Background: an optimization exercise with open tools, aiming at small area, a short achievable clock period and few clock cycles. Do not read the settings as production practice.
For this run, only the layout was checked, not whether the RTL still works.
Power figures rest on the tool's default switching activity, not on a simulated workload.

--- flow/run.sh ---
#!/bin/bash
set -euo pipefail
MARGIN=${MARGIN:-6.5}
bash standard.sh SETUP_SLACK_MARGIN=$MARGIN finish > standard_flow.log 2>&1
--- standard.sh ---
#!/bin/bash
# synth_recipe.tcl (not shown) runs the flow's synth.tcl, then flattens the netlist and writes it again
# the make line also repeats each setting of config.mk as NAME=value (left out here)
make -C /OpenROAD-flow-scripts/flow DESIGN_CONFIG=/design/flow/config.mk WORK_HOME=/design/flow/orfs CLKGATE_MAP_FILE= SYNTH_SCRIPT=/design/flow/synth_recipe.tcl "${@:-finish}"
--- config.mk ---
export PLATFORM = sky130hd
export DESIGN_NAME = ups_deframer
export DESIGN_NICKNAME = ups_deframer
export VERILOG_FILES = /design/flow/design.v
export SDC_FILE = /design/flow/constraint.sdc
export NUM_CORES = 4
export LEC_CHECK = 0
export ABC_AREA = 0
export CAP_MARGIN = 20
export CORE_MARGIN = 2
export CORE_UTILIZATION = 40
export PLACE_DENSITY = 0.6
export SETUP_SLACK_MARGIN = 5
export SLEW_MARGIN = 20
--- constraint.sdc ---
create_clock -name core_clock -period 10.0 [get_ports {clk}]
set_input_delay 2.0000 -clock core_clock [delete_from_list [all_inputs] [get_ports {clk}]]
set_output_delay 2.0000 -clock core_clock [all_outputs]
set_load 0.01 [all_outputs]
--- design.v ---
module ups_deframer (
    input  wire       clk,
    input  wire       rst,
    input  wire       in_valid,
    input  wire [7:0] in_byte,
    output wire       in_ready,
    output wire       out_valid,
    input  wire       out_ready,
    output wire [7:0] out_data,
    output wire       out_len,
    output wire [1:0] dfr_state,
    output wire [7:0] emits,
    output wire [7:0] pos_push,
    output wire [7:0] pos_look,
    output wire [7:0] pos_start
);
    localparam [7:0] MAGIC = 8'h55;
    localparam [1:0] ST_SEARCH = 2'd0;
    localparam [1:0] ST_HDR    = 2'd1;
    localparam [1:0] ST_BODY   = 2'd2;
    localparam [2:0] W_SCAN1 = 3'd1;   
    localparam [2:0] W_ADDR  = 3'd2;   
    localparam [2:0] W_SIZE  = 3'd3;   
    localparam [2:0] W_SUM   = 3'd4;   
    reg [7:0]  ring [0:63];
    reg [63:0] cand;
    reg [6:0] push;
    reg [6:0] look;
    reg [6:0] start;
    reg [1:0] state;
    reg [7:0] emit_cnt;
    reg [7:0] prev;      
    reg [6:0] size;      
    reg [7:0] cs;        
    reg       eng;       
    reg [2:0] wst;
    reg [5:0] k;         
    reg       first;     
    reg       em;        
    reg       o_len;
    reg [7:0] o_data;
    reg [5:0] e_left;    
    reg [7:0] rlo;
    reg [7:0] rhi;
    reg [6:0] e;         
    function [7:0] chk_step;
        input [7:0] c;
        input [7:0] b;
        begin
            chk_step = (c ^ b) + 8'd1;
        end
    endfunction
    function [7:0] hcs_of;
        input [7:0] s;
        begin
            hcs_of = chk_step(8'h56, s);
        end
    endfunction
    function [7:0] cs3_of;
        input [7:0] s;
        reg [7:0] h;
        begin
            h = hcs_of(s);
            cs3_of = chk_step(chk_step(chk_step(h, MAGIC), s), h);
        end
    endfunction
    wire busy = eng || em;
    wire take = in_valid && !busy;
    wire in_magic   = (in_byte == MAGIC);
    wire prev_magic = (prev == MAGIC);
    wire prev_szok  = (prev >= 8'd3) && (prev <= 8'd64);
    wire hv_now     = (in_byte == hcs_of(prev)) && prev_szok;
    wire [6:0] push1 = push + 7'd1;
    wire [6:0] avail = push - start;    
    wire [5:0] s6    = start[5:0];
    wire [5:0] p6    = push[5:0];
    wire [2:0]  lo   = look[2:0];
    wire [7:0]  grp  = cand[{look[5:3], 3'd0} +: 8];
    wire        e_ge8 = (e[6:3] != 4'd0);
    reg  [7:0]  vmask, farmask;
    integer i;
    always @(*)
        for (i = 0; i < 8; i = i + 1) begin
            vmask[i]   = (i >= lo) && (e_ge8 || (i < e[2:0]));
            farmask[i] = ({4'd0, i[2:0]} + 7'd2 < e);
        end
    wire [7:0]  v = grp & vmask;
    reg  [2:0]  vb;
    always @(*) begin
        vb = 3'd0;
        for (i = 7; i >= 0; i = i - 1)
            if (v[i]) vb = i[2:0];
    end
    wire       found = |v;
    wire [6:0] fpos  = {look[6:3], vb};
    wire       fnear = !(|(v & farmask));             
    wire       s_end = (e <= 7'd8);                   
    wire       vlast = (vb == 3'd7);
    wire [3:0] gnext = look[6:3] + 4'd1;
    function [7:0] dec8;
        input [2:0] x;
        begin
            dec8 = 8'd1 << x;
        end
    endfunction
    wire [7:0] rlo_inc = {rlo[6:0], rlo[7]};
    wire [7:0] rhi_inc = rlo[7] ? {rhi[6:0], rhi[7]} : rhi;
    reg  [7:0] rd;
    integer r;
    always @(*) begin
        rd = 8'd0;
        for (r = 0; r < 64; r = r + 1)
            rd = rd | (ring[r] & {8{rlo[r & 7] & rhi[r >> 3]}});
    end
    wire [5:0] s6p1 = s6 + 6'd1;
    wire [5:0] s6p3 = s6 + 6'd3;
    wire [7:0] cs_cur = first ? cs3_of({1'b0, size}) : cs;
    assign in_ready  = !busy;
    assign out_valid = em;
    assign out_len   = o_len;
    assign out_data  = o_data;
    assign dfr_state = state;
    assign emits     = emit_cnt;
    assign pos_push  = {1'b0, push};
    assign pos_look  = {1'b0, look};
    assign pos_start = (state == ST_SEARCH) ? 8'hFF : {1'b0, start};
    wire [63:0] wdec = 64'd1 << p6;
    wire [63:0] we   = wdec & {64{!busy}};
    integer w;
    always @(posedge clk) begin
        for (w = 0; w < 64; w = w + 1) begin
            if (we[w]) ring[w] <= in_byte;
            if (we[w])
                cand[w] <= in_magic;
            else if (we[(w + 2) & 63] && in_valid && !hv_now)
                cand[w] <= 1'b0;
        end
        if (take)
            prev <= in_byte;
    end
    always @(posedge clk) begin
        if (rst) begin
            push     <= 7'd0;
            look     <= 7'd0;
            start    <= 7'd0;
            state    <= ST_SEARCH;
            emit_cnt <= 8'd0;
            eng      <= 1'b0;
            wst      <= W_SCAN1;
            em       <= 1'b0;
        end else begin
            if (em && out_ready) begin
                if (e_left == 6'd0) begin
                    em <= 1'b0;
                end else begin
                    o_len  <= 1'b0;
                    o_data <= rd;
                    rlo    <= rlo_inc;
                    rhi    <= rhi_inc;
                    e_left <= e_left - 6'd1;
                end
            end
            if (take) begin
                push     <= push1;
                emit_cnt <= 8'd0;
                case (state)
                    ST_SEARCH: begin
                        look <= push1;
                        if (in_magic) begin
                            start <= push;
                            state <= ST_HDR;
                        end
                    end
                    ST_HDR: begin
                        if (avail == 7'd2) begin
                            if (hv_now && prev == 8'd3) begin
                                look  <= push1;
                                state <= ST_SEARCH;
                            end else if (hv_now) begin
                                state <= ST_BODY;
                                size  <= prev[6:0];
                                first <= 1'b1;
                            end else if (prev_magic) begin
                                start <= push - 7'd1;
                                look  <= push;
                            end else if (in_magic) begin
                                start <= push;
                                look  <= push1;
                            end else begin
                                look  <= push1;
                                state <= ST_SEARCH;
                            end
                        end
                    end
                    default: begin   
                        if (avail == size - 7'd1) begin
                            if (cs_cur == in_byte) begin
                                em       <= 1'b1;
                                o_len    <= 1'b1;
                                o_data   <= {1'b0, size} - 8'd4;
                                e_left   <= size[5:0] - 6'd4;
                                rlo      <= dec8(s6p3[2:0]);
                                rhi      <= dec8(s6p3[5:3]);
                                emit_cnt <= 8'd1;
                            end
                            look  <= start + 7'd1;
                            e     <= {4'd0, s6[2:0] + 3'd1} + size - 7'd1;
                            state <= ST_SEARCH;
                            eng   <= 1'b1;
                            wst   <= W_SCAN1;
                        end else begin
                            cs    <= chk_step(cs_cur, in_byte);
                            first <= 1'b0;
                        end
                    end
                endcase
            end else if (eng) begin
                case (wst)
                    W_SCAN1: begin
                        if (!found) begin
                            if (s_end) begin
                                look <= push;
                                eng  <= 1'b0;
                            end else begin
                                look <= {gnext, 3'd0};
                                e    <= e - 7'd8;
                            end
                        end else begin
                            start <= fpos;
                            look  <= vlast ? {gnext, 3'd0} : {look[6:3], vb + 3'd1};
                            if (vlast)
                                e <= e - 7'd8;
                            if (fnear) begin
                                state <= ST_HDR;
                                eng   <= 1'b0;
                            end else begin
                                state <= ST_BODY;
                                if (em) begin
                                    wst   <= W_ADDR;
                                end else begin
                                    rlo   <= dec8(vb + 3'd1);
                                    rhi   <= dec8(vlast ? gnext[2:0] : look[5:3]);
                                    wst   <= W_SIZE;
                                end
                            end
                        end
                    end
                    W_ADDR: begin
                        if (!em) begin
                            rlo   <= dec8(s6p1[2:0]);
                            rhi   <= dec8(s6p1[5:3]);
                            wst   <= W_SIZE;
                        end
                    end
                    W_SIZE: begin
                        size  <= rd[6:0];
                        first <= 1'b1;
                        k     <= 6'd3;
                        rlo   <= dec8(s6p3[2:0]);
                        rhi   <= dec8(s6p3[5:3]);
                        if (rd == 8'd3) begin
                            state <= ST_SEARCH;
                            wst   <= W_SCAN1;
                        end else begin
                            wst   <= W_SUM;
                        end
                    end
                    default: begin   
                        if ({1'b0, k} == avail) begin
                            eng <= 1'b0;
                            wst <= W_SCAN1;
                        end else if ({1'b0, k} == size - 7'd1) begin
                            if (cs_cur == rd) begin
                                em       <= 1'b1;
                                o_len    <= 1'b1;
                                o_data   <= {1'b0, size} - 8'd4;
                                e_left   <= size[5:0] - 6'd4;
                                rlo      <= dec8(s6p3[2:0]);
                                rhi      <= dec8(s6p3[5:3]);
                                emit_cnt <= emit_cnt + 8'd1;
                            end
                            state <= ST_SEARCH;
                            wst   <= W_SCAN1;
                        end else begin
                            cs    <= chk_step(cs_cur, rd);
                            first <= 1'b0;
                            k     <= k + 6'd1;
                            rlo   <= rlo_inc;
                            rhi   <= rhi_inc;
                        end
                    end
                endcase
            end
        end
    end
endmodule
==> flow_summary.json <==
{
  "core_um2": 84900,
  "synth_top_cell_area_share": 0.566,
  "cp_slowest_cell": "a222oi_1",
  "ys.flop_type": "edfxtp_1",
  "hold_depth": 2,
  "path_class": "register to register",
  "synthDistinctLibCells": 104,
  "grt_max_degree": 66,
  "cts_made_buffers": 75,
  "wl_per_cell_um": 32.3,
  "p_switching_mw": 1.94,
  "ys_ff_latch": 680,
  "maxSlewViolCount": 0,
  "worstPathRequired_ns": 10.40,
  "ant_nets": 0,
  "maxCapViolations": 0,
  "path_delay_family": "compound AO/OA/AOI/OAI gates",
  "netSwitchingFraction": 0.280,
  "max_freq_mhz": 215,
  "die_x_um": 296,
  "io_buffers": 54,
  "start_util": 0.403,
  "finalSetupViolations": 0,
  "leakage_nw": 15.2,
  "post-place-ws_ns": 4.05,
  "rows": 107,
  "ys_seq_area_frac": 0.587,
  "p_clk_frac": 0.380,
  "end_kind": "register",
  "critPathMaxFanout": 4,
  "cp_cell_sequence": "buf_12 -> buf_16 -> a22o_1 -> a222oi_1 -> nand4_1 -> o21a_1 -> or4b_4 -> nor4b_4 -> o2111ai_4 -> buf_6 -> o31ai_4 -> o32ai_2 -> a221o_1",
  "fin_skew_ns": 0.0370,
  "h-tree-depth": 3,
  "p_int_mw": 5.00,
  "vdd_ir_drop_max_mv": 0.129,
  "antenna_found_initial": 3,
  "synth_edf_count": 644,
  "diodes": 0,
  "postCtsHoldBufs": 0,
  "combPwrFrac": 0.160,
  "gp_congestion": 0.912,
  "viasPerCell": 6.60,
  "total_power_mw": 6.94,
  "die_area_um2": 87800,
  "hp-class": "register to register",
  "crit_arrival_ns": 5.04,
  "vias": 28574,
  "synth_cells": 2941,
  "firstDrtPassIters": 10,
  "grtUsageTotal": 0.311,
  "slowest_delay_ns": 0.79,
  "syn_avg_cell_area_um2": 11.6,
  "post-route-min-period_ns": 4.65,
  "hold_viol": 0,
  "setup_ws_ns": 5.35,
  "rsz0062_at_grt": "true",
  "startpoint_type": "register",
  "ys_warn_count": 2,
  "clockBufferDepth": 3,
  "slew_headroom": 0.129,
  "ff_latch_area_um2": 20100,
  "drive_above_1_share": 0.253,
  "area_growth_pct": 27.1,
  "grt_pass1_wl_mm": 196,
  "tns_ns": 0,
  "wl_mm": 140,
  "synth_area_leaders": "edfxtp_1 (57%), a22oi_1 (3.5%), nor2_1 (2.8%), nand2_1 (2.6%), ha_1 (2.2%)",
  "worstMarginPinSlew_ns": 1.30,
  "path_clk_slew_ns": 0.07,
  "die_h_um": 296,
  "async_reset_ff_frac": 0,
  "multi_input_area_um2": 15200,
  "cts-root-buf": "clkbuf_16",
  "rr_worst_depth": 13,
  "status": "complete, no violations",
  "yosysTopAreaCell": "edfxtp_1",
  "drt_first_iter_violations": 4378,
  "post-synth-top-count-cell": "edfxtp_1",
  "p_per_area_nw_per_um2": 160,
  "period_share": 0.465,
  "clock-sinks": 680,
  "n_fill_cell": 7284,
  "io_pins": 57,
  "synth_common_cells": "edfxtp_1 (644), nor2_1 (253), nand2_1 (240)",
  "cp.buffers_inverters": 3,
  "reg2reg_slack_ns": 5.35,
  "overflow": 0,
  "clkLatencyLatePin_ns": 0.66,
  "route.detailed.drc": 0,
  "seq_power_share": 0.459,
  "dp_hpwl_mm": 82.9,
  "grt_pass1_vias": 27087,
  "finalNetCount": 3200,
  "path_depth": 13,
  "synthesis.area_um2": 34200,
  "cts_tree": "built"
}
-- final cells by class --
class	instances	area share
flip-flops and latches	680	0.463
multi-input cells	1950	0.350
repair buffers	318	0.0897
clock buffers	92	0.0452
well taps	1144	0.0330
inverters	102	0.0104
clock inverters	42	0.00795
-- cell usage in the layout, fill, tap and decap left out, types with 31 or more instances in the layout --
cell,Yosys,layout
clkbuf_16,0,80
a222oi_1,31,31
nor3_1,90,78
buf_6,3,56
nand3_1,115,105
a22oi_1,159,156
a22o_1,35,34
o22ai_1,37,33
edfxtp_1,644,644
nand4_1,34,34
a21oi_1,137,113
inv_1,96,77
nor2_1,253,212
buf_12,0,34
xnor2_1,74,55
xor2_1,41,31
mux2i_1,51,44
buf_4,5,141
a21o_1,31,31
ha_1,59,46
nand2_1,240,216
o21ai_0,100,59
-- registers in the layout, indices dropped and copies added (netlist names), 2 cells and up --
| register | count |
|---|---|
| e | 7 |
| prev | 8 |
| ring | 512 |
| size | 7 |
| rhi | 8 |
| cand | 64 |
| start | 7 |
| emit_cnt | 8 |
| k | 6 |
| push | 7 |
| e_left | 6 |
| state | 2 |
| o_data | 8 |
| cs | 8 |
| rlo | 8 |
| look | 7 |
| wst | 3 |
-- cells by family (layout without fill, tap and decap cells) --
family,after synthesis,after routing,share of synthesized area
XOR/XNOR,123,123,0.0343
adder cells (fa/ha/maj),61,61,0.0228
flip-flops,680,680,0.587
AND/OR/NAND/NOR,907,909,0.128
other,1,2,0.000110
AO/OA/AOI/OAI,774,774,0.161
buffers and inverters,314,554,0.0365
multiplexers,81,81,0.0304
-- power groups by stage --
stage	sequential, mW	clock [mW]	combinational [mW]
2_1_floorplan	3.23	0	0.501
3_3_place_gp	3.25	0	0.808
3_5_place_dp	3.25	0	0.817
4_1_cts	3.19	2.65	0.994
5_1_grt	3.19	2.75	1.16
6_report	3.19	2.64	1.11
-- final timing paths --
path | from | to
setup / recovery | rlo[4]$_DFFE_PN_ | rhi[4]$_DFFE_PN_
hold / removal | emit_cnt[5]$_SDFFE_PP0P_ | emit_cnt[5]$_SDFFE_PP0P_
setup reg to reg | rlo[4]$_DFFE_PN_ | rhi[4]$_DFFE_PN_
hold reg to reg | emit_cnt[5]$_SDFFE_PP0P_ | emit_cnt[5]$_SDFFE_PP0P_
-- tightest hold or removal path: cells and delay by family (launching register included) --
family	cells	cell delay, ns
DFF	1	0.33
and+or+nand+nor	1	0.06
muxes	1	0.06
-- metrics by stage --
| step | std cells | cell area [um2] | hold WS (ns) | utilization |
|---|---|---|---|---|
| 2_1_floorplan | 2942 | 34700 | 0.491 | - |
| 3_3_place_gp | 4003 | 36300 | 0.459 | 0.428 |
| 3_5_place_dp | 4003 | 36300 | 0.484 | 0.428 |
| 4_1_cts | 4277 | 41900 | 0.490 | 0.494 |
| 5_1_grt | 4328 | 43400 | 0.525 | 0.512 |
| 6_report | 4328 | 43400 | 0.490 | 0.512 |
-- layer usage --
layer	vias up	wire, um	global-route usage
li1	11705	-	-
met1	14158	49200	0.395
met2	2183	63000	0.488
met3	526	18000	0.0777
met4	2	9640	0.168
met5	-	13	0
-- what timing repair did --
item                       in CTS  in global routing
setup endpoints to repair     299                176
resized for setup             440                221
buffers inserted              113                 48
pin swaps                      77                 95
gates cloned                   27                  3

-- static timing again, ports no longer ideal --
Ports are ideal in the flow. The routed layout listed here was re-timed in OpenROAD. Step 1: set_driving_cell puts a clkbuf_16 on clk and a buf_2 on each other input, an assumption about the parent block. Step 2 times the ports against the registers' clock, not the clock port: input delays grow and output delays shrink by t, the midpoint of the rising clock arrivals with the driver on. Three values: no drivers, after step 1, after step 2; two values: the first two.
shift t [ns]: 0.708
setup WS [ns]: 5.352 / 5.352 / 4.850
hold WS [ns]: 0.490 / 0.490 / 0.490
worst register clock-pin slew, ns: 0.07 / 0.07
pins driven straight from the clock port: 1
After both steps this run still meets setup and hold. For this run, drivers alone change the setup slack by 0.000 ns; drivers and shift together by -0.502 ns.
